Background: an optimization exercise with open tools, aiming at small area, a short achievable clock period and few clock cycles. Do not read the settings as production practice. RTL that was checked went through simulation tests only; none was proved equivalent to the original. Power figures rest on the tool's default switching activity, not on a simulated workload.

Design hall_engine, start of the top module:
module hall_engine (
    input  wire        clk,
    input  wire        rst,
    input  wire        ev_valid,
    input  wire [1:0]  ev_kind,       
    input  wire [31:0] ev_cmd,
    output wire        ev_ready,
    output reg         rsp_valid,
    output wire [31:0] rsp_result,
    output wire [7:0]  rsp_status,
    output wire        bus_valid,
    output reg         bus_write,
    output reg  [7:0]  bus_addr,
    output reg  [7:0]  bus_wdata,
    output wire [4:0]  bus_len,
    input  wire        bus_ready,
    input  wire        bus_ack,
    input  wire [23:0] bus_rdata,
    output wire        irq_request,
    input  wire        irq_grant,
    output reg         irq_release,
    output reg         sched_valid,
    output wire [15:0] sched_ms,
    output reg         cancel_valid,
    output reg         pub_valid,
    output wire [1:0]  pub_zone,
    output reg         log_valid,
    output wire [2:0]  log_code,
    output reg         alive,
    output reg         dead
);
export LEC_CHECK = 0
export CAP_MARGIN = 20
export CORE_MARGIN = 2
export CORE_UTILIZATION = 60
export PLACE_DENSITY = 0.72
export SLEW_MARGIN = 20
create_clock -name core_clock -period 10.0 [get_ports {clk}]
standard.sh (not shown) runs the stock make flow with config.mk's settings and CLKGATE_MAP_FILE= SYNTH_SCRIPT=/design/flow/synth_recipe.tcl, a recipe that flattens the netlist after the stock synthesis.
==> flow/flow/run.sh <==
#!/bin/bash
# Layout: the standard flow (standard synthesis unchanged) with plain buffers on the
# ports and a larger setup margin for the resizer's timing repair. Each step's output goes
# to a log of its own.
set -euo pipefail
bash standard.sh synth > synth.log 2>&1
bash standard.sh finish SETUP_SLACK_MARGIN=6.5 "BUFFER_PORTS_ARGS=-buffer_cell sky130_fd_sc_hd__buf_1" > layout.log 2>&1
Testbench counts at the start, summed over its fixed seeds: cycles 11,798.
Edit:
--- a/flow/flow/run.sh
+++ b/flow/flow/run.sh
@@ -5,3 +5,3 @@
 set -euo pipefail
 bash standard.sh synth > synth.log 2>&1
-bash standard.sh finish SETUP_SLACK_MARGIN=6.5 "BUFFER_PORTS_ARGS=-buffer_cell sky130_fd_sc_hd__buf_1" > layout.log 2>&1
+bash standard.sh finish SETUP_SLACK_MARGIN=6.5 "BUFFER_PORTS_ARGS=-buffer_cell sky130_fd_sc_hd__buf_4" > layout.log 2>&1
- CORE_UTILIZATION: 60 -> 40
- PLACE_DENSITY: 0.72 -> not set
Result: Synthesized area is unchanged; worst setup slack improves by 0.17 ns; first-iteration DRC count drops by well over a third; sequential share of layout area goes down by 0.76 points; clock skew falls by 0.014 ns; sequential power stays flat; global-route usage fell by 12 points; core utilization went down by 22 points; maximum frequency is higher by a few percent; power went up by a few percent.

Another version of the RTL of hall_engine (not shown whole).
For scale: about 2,300 cells after synthesis, ~160 I/O pins, ~18,000 sq um of cells after synthesis.
Settings: LEC_CHECK=0, CAP_MARGIN=20, CORE_MARGIN=2, CORE_UTILIZATION=40, SLEW_MARGIN=20; clock period 10.0 ns.
==> flow/flow/run.sh <==
#!/bin/bash
# Layout: the standard flow (standard synthesis unchanged) with plain buffers on the
# ports and a larger setup margin for the resizer's timing repair. Each step's output goes
# to a log of its own.
set -euo pipefail
bash standard.sh synth > synth.log 2>&1
bash standard.sh finish SETUP_SLACK_MARGIN=6.5 "BUFFER_PORTS_ARGS=-buffer_cell sky130_fd_sc_hd__buf_4" > layout.log 2>&1
Change:
--- a/flow/flow/run.sh
+++ b/flow/flow/run.sh
@@ -6,2 +6,2 @@
 bash standard.sh synth > synth.log 2>&1
-bash standard.sh finish SETUP_SLACK_MARGIN=6.5 "BUFFER_PORTS_ARGS=-buffer_cell sky130_fd_sc_hd__buf_4" > layout.log 2>&1
+bash standard.sh finish SETUP_SLACK_MARGIN=6.5 "BUFFER_PORTS_ARGS=-buffer_cell sky130_fd_sc_hd__buf_1" > layout.log 2>&1
After rerunning:
- The new run ran to the end with no violations
- clock skew shrinks by 0.0067 ns
- worst hold slack hardly moves
- cell count climbs by 0.53%
- final area is lower by about 1.1%
- die area is unchanged
- power decreases by 2.2%
No run of this note included a check of the RTL's function; only the layout flow was run.

hall_engine, a different RTL version from the one above (not shown whole).
Size: about 2300 cells after synthesis, roughly 160 I/O pins, about 18000 um2 of cells after synthesis.
==> flow/config.mk <==
export PLATFORM = sky130hd
export DESIGN_NAME = hall_engine
export DESIGN_NICKNAME = hall_engine
export VERILOG_FILES = /design/flow/design.v
export SDC_FILE = /design/flow/constraint.sdc
export NUM_CORES = 4
export LEC_CHECK = 0
export CAP_MARGIN = 20
export CORE_MARGIN = 2
export CORE_UTILIZATION = 40
export SLEW_MARGIN = 20
==> flow/constraint.sdc <==
create_clock -name core_clock -period 10.0 [get_ports {clk}]
set_input_delay 2.0000 -clock core_clock [delete_from_list [all_inputs] [get_ports {clk}]]
set_output_delay 2.0000 -clock core_clock [all_outputs]
set_load 0.01 [all_outputs]
==> flow/flow/run.sh <==
#!/bin/bash
# Layout: the standard flow (standard synthesis unchanged), with a larger setup
# margin for the resizer's timing repair. Each step's output goes to a log of its own.
set -euo pipefail
bash standard.sh synth > synth.log 2>&1
bash standard.sh finish SETUP_SLACK_MARGIN=7 > layout.log 2>&1
Then changed:
==> flow/flow/run.sh (replaced) <==
#!/bin/bash
# Layout: the standard flow (standard synthesis unchanged) with plain buffers on the
# ports and a larger setup margin for the resizer's timing repair. Each step's output goes
# to a log of its own.
set -euo pipefail
bash standard.sh synth > synth.log 2>&1
bash standard.sh finish SETUP_SLACK_MARGIN=7 "BUFFER_PORTS_ARGS=-buffer_cell sky130_fd_sc_hd__buf_4" > layout.log 2>&1
Result:
- cell area stays flat
- total power increases by 0.96%
- setup slack is better by 0.13 ns
- register-to-register slack hardly moves
- wire length came out lower by 0.35%
No functional check of the RTL was part of any run of this note.

-- re-timing with driven ports --
How much do the figures lean on ideal ports? The routed layouts below were timed once more, with nothing changed but the port constraints.
Step 1 assumes that a clkbuf_16 drives the clock port and a buf_2 every other input.
Step 2 times the ports against the registers' clock, not the clock port: input delays grow and output delays shrink by t, the midpoint of the rising clock arrivals with the driver on.
Slacks: ideal / step 1 / step 2; pairs: ideal / step 1.
run | t, ns | setup WS [ns] | worst setup path after step 2 | clock arrival spread, ns | worst data-port slew with drivers (ns)
the first run of note 1 | 0.613 | 6.252 / 6.252 / 5.696 | input to register | 0.024 / 0.024 | 0.06
the second run of note 1 | 0.631 | 6.424 / 6.366 / 5.761 | input to register | 0.010 / 0.011 | 0.14
the first run of note 2 | 0.637 | 6.480 / 6.501 / 5.864 | input to register | 0.019 / 0.019 | 0.05
the second run of note 2 | 0.627 | 6.370 / 6.368 / 5.741 | input to register | 0.012 / 0.012 | 0.08
the first run of note 3 | 0.625 | 5.920 / 5.948 / 5.323 | input to register | 0.022 / 0.021 | 0.06
the second run of note 3 | 0.639 | 6.053 / 6.003 / 5.364 | input to register | 0.019 / 0.019 | 0.20
After both steps every run listed still meets setup and hold. The setup slack of the second run of note 3, which loses most, moves by -0.050 ns with the drivers and by -0.689 ns with both steps.
